From an optimization exercise on the open Yosys and OpenROAD flow, aimed at small area; shortcuts taken in it are not production practice.
In this exercise RTL edits were held to simulation tests only and were not proved equivalent to the original.
Power figures rest on the tool's default switching activity, not on a simulated workload.

## flow/constraint.sdc

```tcl
create_clock -name core_clock -period 14.0 [get_ports {clk}]
set_input_delay 2.8000 -clock core_clock [delete_from_list [all_inputs] [get_ports {clk}]]
set_output_delay 2.8000 -clock core_clock [all_outputs]
set_load 0.01 [all_outputs]
```

## flow/standard.sh

```bash
#!/bin/bash
# synth_recipe.tcl (not shown) runs the flow's synth.tcl, then flattens the netlist and writes it again
# the make line also repeats each setting of config.mk as NAME=value (left out here)
make -C /OpenROAD-flow-scripts/flow DESIGN_CONFIG=/design/flow/config.mk WORK_HOME=/design/flow/orfs CLKGATE_MAP_FILE= SYNTH_SCRIPT=/design/flow/synth_recipe.tcl "${@:-finish}"
```

## flow/config.mk

```make
export PLATFORM = sky130hd
export DESIGN_NAME = audio_sequencer_timing_fsm
export DESIGN_NICKNAME = audio_sequencer_timing_fsm
export VERILOG_FILES = /design/flow/design.v
export SDC_FILE = /design/flow/constraint.sdc
export NUM_CORES = 4
export LEC_CHECK = 0
export CAP_MARGIN = 20
export CORE_MARGIN = 2
export CORE_UTILIZATION = 40
export PLACE_DENSITY = 0.6
export SLEW_MARGIN = 20
```

## flow/flow/run.sh

```bash
#!/bin/bash
# Standard layout, with the smallest buffer (buf_1) on every port.
set -e
export BUFFER_PORTS_ARGS="-buffer_cell sky130_fd_sc_hd__buf_1"
bash standard.sh > standard.log 2>&1
```

## flow/design.v

```verilog
module timing_fsm (
    input  wire        clk,
    input  wire        rst,
    input  wire        advance,
    input  wire [11:0] spt_i,
    input  wire [4:0]  loop_bars_i,
    output reg  [3:0]  bar,
    output reg  [6:0]  tick,
    output wire        tick_start
);
    reg [11:0] cnt;
    assign tick_start = (cnt[11:1] == 11'd0);
    wire [12:0] bw;
    wire [11:0] cnt_dec;
    assign bw[0] = 1'b1;
    genvar i;
    generate
        for (i = 0; i < 12; i = i + 1) begin : g_dec
            assign cnt_dec[i] = cnt[i] ^ bw[i];
            assign bw[i+1]    = ~cnt[i] & bw[i];
        end
    endgenerate
    wire [6:0] tick_inc;
    wire [3:0] bar_inc;
    rinc #(.W(7)) u_tick (.a(tick), .ci(1'b1), .s(tick_inc));
    rinc #(.W(4)) u_bar  (.a(bar),  .ci(1'b1), .s(bar_inc));
    wire last_tick = (tick == 7'd71);
    wire last_bar  = ({1'b0, bar_inc} == loop_bars_i);
    always @(posedge clk) begin
        if (rst) begin
            bar  <= 4'd0;
            tick <= 7'd0;
            cnt  <= 12'd0;
        end else if (advance) begin
            cnt <= tick_start ? spt_i : cnt_dec;
            if (tick_start) begin
                tick <= last_tick ? 7'd0 : tick_inc;
                if (last_tick)
                    bar <= last_bar ? 4'd0 : bar_inc;
            end
        end
    end
endmodule
module ring_ctrl (
    input  wire       clk,
    input  wire       rst,
    input  wire       start_i,
    input  wire       complete_i,
    input  wire       frame_done,      
    output wire       may_fill,        
    output reg  [1:0] filling,
    output reg  [4:0] frame_idx,
    output reg        stream_start_o,
    output wire [1:0] stream_slot_o
);
    reg       prefill;
    reg       started;
    reg [1:0] playing;
    assign stream_slot_o = playing;
    wire [6:0] wc_inc;
    rinc #(.W(7)) u_inc (.a({filling, frame_idx}), .ci(1'b1), .s(wc_inc));
    assign may_fill = prefill || (frame_idx != 5'd0) ||
                      (started && filling != playing);
    always @(posedge clk) begin
        if (rst) begin
            frame_idx <= 5'd0;
            filling   <= 2'd0;
            prefill   <= 1'b1;
        end else if (frame_done) begin
            {filling, frame_idx} <= wc_inc;
            if ({filling, frame_idx} == 7'd127)
                prefill <= 1'b0;
        end
    end
    always @(posedge clk) begin
        if (rst) begin
            playing        <= 2'd3;
            started        <= 1'b0;
            stream_start_o <= 1'b0;
        end else begin
            stream_start_o <= 1'b0;
            if (!started) begin
                if (start_i && !prefill) begin
                    started        <= 1'b1;
                    playing        <= playing + 2'd1;
                    stream_start_o <= 1'b1;
                end
            end else if (complete_i) begin
                playing        <= playing + 2'd1;
                stream_start_o <= 1'b1;
            end
        end
    end
endmodule
module voice_bank (
    input  wire        clk,
    input  wire        clr,
    input  wire        trig_en,
    input  wire [7:0]  trig_sym,
    input  wire        step,
    input  wire [11:0] len_h,
    output wire [11:0] pos_h,
    output wire [3:0]  lvl_h
);
    reg [11:0] pos [0:5];
    reg [3:0]  lvl [0:5];
    wire hit = trig_en && (trig_sym >= 8'h31) && (trig_sym <= 8'h39);
    wire [11:0] pos_inc;
    rinc #(.W(12)) u_inc (.a(pos[0]), .ci(1'b1), .s(pos_inc));
    wire [11:0] pos_next = (pos[0] == 12'd0 || pos_inc == len_h) ? 12'd0 : pos_inc;
    integer i;
    always @(posedge clk) begin
        if (hit) begin
            pos[0] <= 12'd1;
            lvl[0] <= trig_sym[3:0] - 4'd1;
        end else if (clr) begin
            pos[0] <= 12'd0;
            lvl[0] <= 4'd0;
        end else begin
            pos[0] <= pos[5];
            lvl[0] <= lvl[5];
        end
        pos[1] <= step ? pos_next : pos[0];
        lvl[1] <= lvl[0];
        for (i = 2; i < 6; i = i + 1) begin
            pos[i] <= pos[i-1];
            lvl[i] <= lvl[i-1];
        end
    end
    assign pos_h = pos[0];
    assign lvl_h = lvl[0];
endmodule
module emphasis_gain_multiplier (
    input  wire       clk,
    input  wire [3:0] level,
    input  wire [7:0] volume,
    input  wire [5:0] pan,
    input  wire [2:0] k,
    output reg  [2:0] dig_l,
    output reg  [2:0] dig_r
);
    reg [6:0] emph;
    always @(*) begin
        case (level)
            4'd0: emph = 7'd0;
            4'd1: emph = 7'd12;
            4'd2: emph = 7'd24;
            4'd3: emph = 7'd36;
            4'd4: emph = 7'd48;
            4'd5: emph = 7'd60;
            4'd6: emph = 7'd72;
            4'd7: emph = 7'd84;
            default: emph = 7'd96;
        endcase
    end
    wire [8:0] gain;
    rca #(.W(8)) u_gain (.a(volume), .b({1'b0, emph}), .ci(1'b0),
                         .s(gain[7:0]), .co(gain[8]));
    wire [8:0] pp0 = gain & {9{pan[0]}};
    wire [8:0] pp1 = gain & {9{pan[1]}};
    wire [8:0] pp2 = gain & {9{pan[2]}};
    wire [8:0] pp3 = gain & {9{pan[3]}};
    wire [8:0] pp4 = gain & {9{pan[4]}};
    wire [9:0] t1, t2, t3, t4;
    rca #(.W(9)) u_m1 (.a({1'b0, pp0[8:1]}), .b(pp1), .ci(1'b0), .s(t1[8:0]), .co(t1[9]));
    rca #(.W(9)) u_m2 (.a(t1[9:1]),          .b(pp2), .ci(1'b0), .s(t2[8:0]), .co(t2[9]));
    rca #(.W(9)) u_m3 (.a(t2[9:1]),          .b(pp3), .ci(1'b0), .s(t3[8:0]), .co(t3[9]));
    rca #(.W(9)) u_m4 (.a(t3[9:1]),          .b(pp4), .ci(1'b0), .s(t4[8:0]), .co(t4[9]));
    wire [13:0] c_l = {t4[9:1] | (gain & {9{pan[5]}}), t4[0], t3[0], t2[0], t1[0], pp0[0]};
    wire [5:0]  bw;           
    wire [13:0] c_r;
    assign bw[0] = 1'b0;
    genvar i;
    generate
        for (i = 0; i < 5; i = i + 1) begin : g_neg
            assign c_r[i]  = c_l[i] ^ bw[i];
            assign bw[i+1] = c_l[i] | bw[i];
        end
    endgenerate
    rca #(.W(9)) u_sub (.a(gain), .b(~c_l[13:5]), .ci(~bw[5]), .s(c_r[13:5]), .co());
    wire [16:0] x_l = {2'b00, c_l, 1'b0};
    wire [16:0] x_r = {2'b00, c_r, 1'b0};
    always @(posedge clk) begin
        dig_l <= x_l[2*k +: 3];
        dig_r <= x_r[2*k +: 3];
    end
endmodule
module mixer_acc (
    input  wire        clk,
    input  wire        first,     
    input  wire        clear,     
    input  wire [2:0]  dig,       
    input  wire [15:0] s,
    output wire [15:0] word
);
    reg [19:0] acc;
    wire one = dig[1] ^ dig[0];
    wire two = (dig[2] & ~dig[1] & ~dig[0]) | (~dig[2] & dig[1] & dig[0]);
    wire neg = dig[2];
    wire [16:0] sx = {s[15], s};
    wire [16:0] s2 = {s, 1'b0};
    wire [16:0] y  = ({17{one}} & sx) | ({17{two}} & s2);
    wire [19:0] yx = {{3{y[16]}}, y} ^ {20{neg}};
    wire [19:0] sh = {{2{acc[19]}}, acc[19:2]};
    wire [19:0] base = ({20{~first}} & acc) | ({20{first & ~clear}} & sh);
    wire [19:0] sum;
    rca #(.W(20)) u_add (.a(base), .b(yx), .ci(neg), .s(sum), .co());
    always @(posedge clk)
        acc <= sum;
    assign word = acc[16:1];
endmodule
module rca #(parameter W = 8) (
    input  wire [W-1:0] a,
    input  wire [W-1:0] b,
    input  wire         ci,
    output wire [W-1:0] s,
    output wire         co
);
    wire [W:0] c;
    assign c[0] = ci;
    genvar i;
    generate
        for (i = 0; i < W; i = i + 1) begin : g
            assign s[i]   = a[i] ^ b[i] ^ c[i];
            assign c[i+1] = (a[i] & b[i]) | (c[i] & (a[i] ^ b[i]));
        end
    endgenerate
    assign co = c[W];
endmodule
module rinc #(parameter W = 8) (
    input  wire [W-1:0] a,
    input  wire         ci,
    output wire [W-1:0] s
);
    wire [W:0] c;
    assign c[0] = ci;
    genvar i;
    generate
        for (i = 0; i < W; i = i + 1) begin : g
            assign s[i]   = a[i] ^ c[i];
            assign c[i+1] = a[i] & c[i];
        end
    endgenerate
endmodule
module audio_sequencer_timing_fsm (
    input  wire        clk,
    input  wire        rst,             
    input  wire [11:0] spt_i,
    input  wire [4:0]  loop_bars_i,
    input  wire [35:0] pan_i,
    input  wire [47:0] vol_i,
    input  wire [17:0] smp_i,
    input  wire [95:0] len_i,
    input  wire        start_i,
    input  wire        complete_i,
    output wire        stream_start_o,
    output wire [1:0]  stream_slot_o,
    output wire        ring_we_o,
    output wire [1:0]  ring_slot_o,
    output wire [4:0]  ring_frame_o,
    output wire [31:0] ring_wdata_o,
    output wire        song_re_o,
    output wire [3:0]  song_b_o,
    input  wire [2:0]  song_d_i,
    output wire        pat_re_o,
    output wire [2:0]  pat_p_o,
    output wire [2:0]  pat_v_o,
    output wire [6:0]  pat_t_o,
    input  wire [7:0]  pat_d_i,
    output wire        samp_re_o,
    output wire [2:0]  samp_k_o,
    output wire [11:0] samp_i_o,
    input  wire [15:0] samp_d_i
);
    localparam [3:0] R_WRITE = 4'd8,
                     R_WAIT  = 4'd9;
    reg  [2:0] h;         
    reg  [3:0] rc;        
    reg        boot;      
    wire h5      = (h == 3'd5);
    wire idle    = rc[3];
    wire may_fill;
    wire [2:0] h_inc;
    wire [3:0] rc_inc;
    rinc #(.W(3)) u_hinc (.a(h),  .ci(1'b1), .s(h_inc));
    rinc #(.W(4)) u_rinc (.a(rc), .ci(1'b1), .s(rc_inc));
    always @(posedge clk) begin
        if (rst) begin
            h    <= 3'd0;
            rc   <= R_WAIT;
            boot <= 1'b1;
        end else begin
            h <= h5 ? 3'd0 : h_inc;
            if (h5) begin
                boot <= 1'b0;
                if (idle)
                    rc <= may_fill ? 4'd0 : R_WAIT;
                else
                    rc <= rc_inc;
            end
        end
    end
    wire rc0     = (rc == 4'd0);
    wire wr      = (rc == R_WRITE) && (h == 3'd1);
    wire advance = rc0 && h5;
    ring_ctrl u_ring (
        .clk            (clk),
        .rst            (rst),
        .start_i        (start_i),
        .complete_i     (complete_i),
        .frame_done     (wr),
        .may_fill       (may_fill),
        .filling        (ring_slot_o),
        .frame_idx      (ring_frame_o),
        .stream_start_o (stream_start_o),
        .stream_slot_o  (stream_slot_o)
    );
    assign ring_we_o = wr;
    wire [3:0] bar;
    wire [6:0] tick;
    wire       tick_start;
    timing_fsm u_timing (
        .clk         (clk),
        .rst         (rst),
        .advance     (advance),
        .spt_i       (spt_i),
        .loop_bars_i (loop_bars_i),
        .bar         (bar),
        .tick        (tick),
        .tick_start  (tick_start)
    );
    assign song_re_o = 1'b1;
    assign song_b_o  = bar;
    assign pat_re_o  = 1'b1;
    assign pat_p_o   = song_d_i;
    assign pat_t_o   = tick;
    assign pat_v_o   = (h == 3'd4) ? 3'd0 :
                       (h == 3'd5) ? 3'd1 : {h[2] | h[1], ~h[1], h[0]};
    wire trig_en = tick_start & ((rc0 & ~h5) | (h5 & idle & may_fill));
    wire [2:0]  k_h   = smp_i[3*h +: 3];
    wire [11:0] len_h = len_i[12*k_h +: 12];
    wire [11:0] pos_h;
    wire [3:0]  lvl_h;
    voice_bank u_voices (
        .clk      (clk),
        .clr      (boot),
        .trig_en  (trig_en),
        .trig_sym (pat_d_i),
        .step     (rc == 4'd7),
        .len_h    (len_h),
        .pos_h    (pos_h),
        .lvl_h    (lvl_h)
    );
    assign samp_re_o = ~boot;
    assign samp_k_o  = k_h;
    assign samp_i_o  = pos_h;
    wire [2:0] dig_l, dig_r;
    emphasis_gain_multiplier u_gain (
        .clk    (clk),
        .level  (lvl_h),
        .volume (vol_i[8*h +: 8]),
        .pan    (pan_i[6*h +: 6]),
        .k      (rc[2:0]),
        .dig_l  (dig_l),
        .dig_r  (dig_r)
    );
    wire first  = (h == 3'd1);      
    wire [15:0] word_l, word_r;
    mixer_acc u_mix_l (
        .clk   (clk),
        .first (first),
        .clear (rc0),
        .dig   (dig_l),
        .s     (samp_d_i),
        .word  (word_l)
    );
    mixer_acc u_mix_r (
        .clk   (clk),
        .first (first),
        .clear (rc0),
        .dig   (dig_r),
        .s     (samp_d_i),
        .word  (word_r)
    );
    assign ring_wdata_o = {word_l, word_r};
endmodule
```

==> reports/results.ini <==
[outcome]
status=finished clean

[placed_design]
place_ws_ns=2.141
gp_congestion=0.9039
portBuffers=315
placed_area_um2=13200
post-dp-hpwl_um=24690
place_inst=1948

[setup_path]
end_kind=register
crit_arrival_ns=11.70
r2r-start=h[1]
cp_data_required_time_ns=14.32
path_max_fanout=7
reg2reg_to=u_mix_r.acc[19]
setup.worst_path.start_class=input port
setup.worst_path.class=input port to register
r2r_cells=27
rrSetupSlack_ns=3.73

[layout]
final_util=0.4648
multi_input_area_um2=7352
regArea_um2=3785
nFillCells=2956
finalNonFillerCells=1981
syn_to_final_growth_pct=14.14
drive_above_1_share=0.05220
final_area_um2=13810
nNetsFinal=1958

[clock_tree]
clk_latency_ns=0.45
cts.root.buffer_cell=clkbuf_16
htreeDepth=4
clock_path_buffers=2
clkTransAtPathRegs_ns=0.08
cts_made_buffers=17
cts_tree=built
holdBufCountCts=0
post_cts_buffers=0
clkSinkCount=189
cts_resized=0

[die]
core_um2=29720
die_h_um=177.9
ioPinCount=324
die_w_um=177.9
start_util=0.4072
placementRows=63
die_area_um2=31660

[sta]
finClkSkew_ns=0.01767
slew_headroom=0.3194
setup_tns_ns=0
rsz0062_at_grt=false
fmax_mhz=87.86
finalHoldViolCount=0
setup_ws_ns=2.618
finalCriticalPeriod_ns=11.38
holdWs_ns=0.3177
worst-slew-pin-transition_ns=1.021
final-setup-viol-count=0
maxSlewViolCount=0
fin_crit_sh=0.8130

[route]
first_pass_iters=5
postRouteAntennaNets=0
wl_um=31580
drtIter0Drc=510
post-route-drc-count=0
routedWlPerCell_um=15.94
vias=10295
via_per_inst=5.197

[global_routing]
globalRouteOverflowTotal=0
grt_pass1_vias=10073
grt_max_degree=64
antenna_found_initial=1
grt_pass1_wl_um=50510
grt_usage=0.2032

[yosys]
syn_area_um2=12100
synth_cell_types=63
yosys_warnings=10
async_flop_share=0
synth_compound_area_frac=0.1375
synth_xor_xnor_area_share=0.01809
avgSynthCellArea_um2=8.918
synth_top_family_by_area=adder cells
synth-simple-area-share=0.1739
synthAdderAreaFrac=0.1886
synth_edf_count=0
synth_seq_cells=189
yosysSeqAreaShare=0.3127
yosys_most_used_dff=dfxtp_1
netlist_instances=1357
synthMuxAreaShare=0.08861

[power]
power_density_nw_per_um2=182.8
p_leak_nw=5.504
ir_drop_mv=0.09057
power_mw=2.525

[job]
maxCapViolations=0

[hold_path]
hold_class=register to register
worstHoldStart=u_voices.pos[4][1]
min_path_cells=0
worstHoldEndpoint=u_voices.pos[5][1]

-- power breakdown --
part           switching, mW  internal, mW  total (mW)
clock                  0.250         0.245       0.495
sequential            0.0727         0.635       0.708
combinational          0.752         0.571        1.32
total                   1.07          1.45        2.53
-- worst max-delay path by stage --
stage	depth (start not counted)	endpoint	from	slack [ns]
CTS	27	u_gain.dig_r[0]	vol_i[42]	2.61
global placement	27	u_gain.dig_r[2]	vol_i[42]	2.28
finish	27	u_gain.dig_r[0]	vol_i[42]	2.62
detailed placement	27	u_gain.dig_r[0]	vol_i[42]	2.14
floorplan	26	u_gain.dig_r[2]	vol_i[42]	2.67
global route	28	u_gain.dig_r[2]	vol_i[42]	2.24
-- critical path: stages --
cell and delay (ns):
buf_1 0.07, mux4_2 0.46, nand2_1 0.07, o21ai_0 0.10, ha_1 0.44, nand2_1 0.12
fa_1 0.43, fa_1 0.46, fa_1 0.47, fa_1 0.45, fa_1 0.39, fa_1 0.49
fa_1 0.44, fa_1 0.38, fa_1 0.40, fa_1 0.47, fa_1 0.45, fa_1 0.48
inv_1 0.06, fa_1 0.43, fa_1 0.43, a21o_1 0.20, fa_1 0.41, xnor2_1 0.15
nand2_1 0.06, o21ai_0 0.10, mux4_2 0.49
-- flip-flops by register name, indices dropped and copies added, names as in the netlist, named ones only --
register	count
boot	1
h	3
rc	4
u_gain.dig_l	3
u_gain.dig_r	3
u_mix_l.acc	20
u_mix_r.acc	20
u_ring.filling	2
u_ring.frame_idx	5
u_ring.playing	2
u_ring.prefill	1
u_ring.started	1
u_ring.stream_start_o	1
u_timing.bar	4
u_timing.cnt	12
u_timing.tick	7
u_voices.lvl	24
u_voices.pos	72
-- routing by layer --
| layer | part of all wire | vias to the layer above | GRT usage |
|---|---|---|---|
| met5 | 0 | - | 0 |
| met4 | 0.025 | 0 | 0.07206 |
| met3 | 0.054 | 41 | 0.03599 |
| met2 | 0.51 | 328 | 0.3637 |
| met1 | 0.41 | 4854 | 0.2434 |
| li1 | - | 5072 | - |
-- synthesized netlist by cell type, types with 3 or more instances --
| cell type | n | area (um2) |
|---|---|---|
| nand2_1 | 200 | 750.7 |
| dfxtp_1 | 189 | 3784 |
| nor2_1 | 92 | 345.3 |
| a21oi_1 | 81 | 405.4 |
| fa_1 | 79 | 1582 |
| inv_1 | 75 | 281.5 |
| clkbuf_1 | 71 | 266.5 |
| ha_1 | 56 | 700.7 |
| mux2i_1 | 55 | 550.5 |
| nand3_1 | 52 | 260.3 |
| a221oi_1 | 43 | 376.6 |
| buf_4 | 41 | 307.8 |
| nand2b_1 | 32 | 200.2 |
| o21ai_0 | 30 | 150.1 |
| a22oi_1 | 21 | 157.7 |
| mux4_2 | 18 | 405.4 |
| o22ai_1 | 17 | 106.4 |
| and3_1 | 16 | 100.1 |
| o21ai_1 | 16 | 80.08 |
| nor2b_1 | 14 | 87.58 |
| nor3_1 | 14 | 70.07 |
| xnor2_1 | 13 | 113.9 |
| o211ai_1 | 12 | 90.09 |
| xor2_1 | 12 | 105.1 |
| and2_1 | 11 | 68.82 |
| mux2_2 | 8 | 90.09 |
| buf_2 | 6 | 30.03 |
| nor4_1 | 6 | 37.54 |
| or3_1 | 6 | 37.54 |
| buf_1 | 5 | 18.77 |
| buf_6 | 5 | 56.30 |
| nand3b_1 | 5 | 37.54 |
| a22o_1 | 4 | 35.03 |
| a31oi_1 | 4 | 25.02 |
| o21a_1 | 4 | 30.03 |
| a211oi_1 | 3 | 22.52 |
| a21o_1 | 3 | 22.52 |
| a32oi_1 | 3 | 26.28 |
| o21bai_1 | 3 | 22.52 |
| or2_2 | 3 | 18.77 |
-- logic make-up (layout without fill, tap and decap cells) --
group           Yosys count  in the layout
simple gates            462            462
compound gates          256            256
other cells               1              3
fa+ha+maj               135            135
mux                      83             83
flops                   189            189
xor+xnor                 25             25
buf+inv                 206            438
-- placed cells by master (no fill, tap or decap), drive strengths merged, types with 4 or more instances in the layout --
master | synthesis | final
o21ai | 47 | 47
a21oi | 81 | 81
mux4 | 18 | 18
o211ai | 12 | 12
a22oi | 22 | 22
inv | 77 | 85
mux2i | 55 | 55
o21a | 4 | 4
clkbuf | 71 | 19
o22ai | 17 | 17
and2 | 11 | 11
xor2 | 12 | 12
a22o | 4 | 4
or3 | 6 | 6
xnor2 | 13 | 13
nand3 | 52 | 52
mux2 | 10 | 10
nor3 | 15 | 15
ha | 56 | 56
buf | 57 | 327
a31oi | 4 | 4
nor2b | 14 | 14
nand2 | 200 | 200
nand3b | 5 | 5
nor2 | 92 | 92
and3 | 16 | 16
dfxtp | 189 | 189
fa | 79 | 79
a221oi | 44 | 44
nand2b | 32 | 32
nor4 | 6 | 6
clkinv | 1 | 7
-- area by class of cell --
class / count / area share
inverter: 78 / 0.02120
sequential: 189 / 0.2740
multi-input combinational: 963 / 0.5322
timing repair buffer: 328 / 0.09275
clock inverter: 14 / 0.01322
clock buffer: 18 / 0.03107
antenna: 1 / 0.0001812
tap: 390 / 0.03533

==> re-timing with driven ports <==
How much do the figures lean on ideal ports? The routed layout below was timed once more, with nothing changed but the port constraints.
Step 1 (the two cells are an assumption about what drives the block):
set clk [get_ports {clk}]
set_driving_cell -lib_cell sky130_fd_sc_hd__clkbuf_16 $clk
set_driving_cell -lib_cell sky130_fd_sc_hd__buf_2 [delete_from_list [all_inputs] $clk]
Step 2, shift: input delay + t, output delay - t, t = (earliest + latest rising clock arrival at the registers) / 2. This alone moves slack from input paths to output paths.
a / b / c = ideal ports / drivers / drivers and shift; a / b = the first two.
t (ns): 0.495
setup slack, ns: 2.618 / 2.653 / 2.158
clock arrival spread, ns: 0.017 / 0.018
After both steps this run still meets setup and hold. For this run, drivers alone change the setup slack by +0.035 ns; drivers and shift together by -0.460 ns.
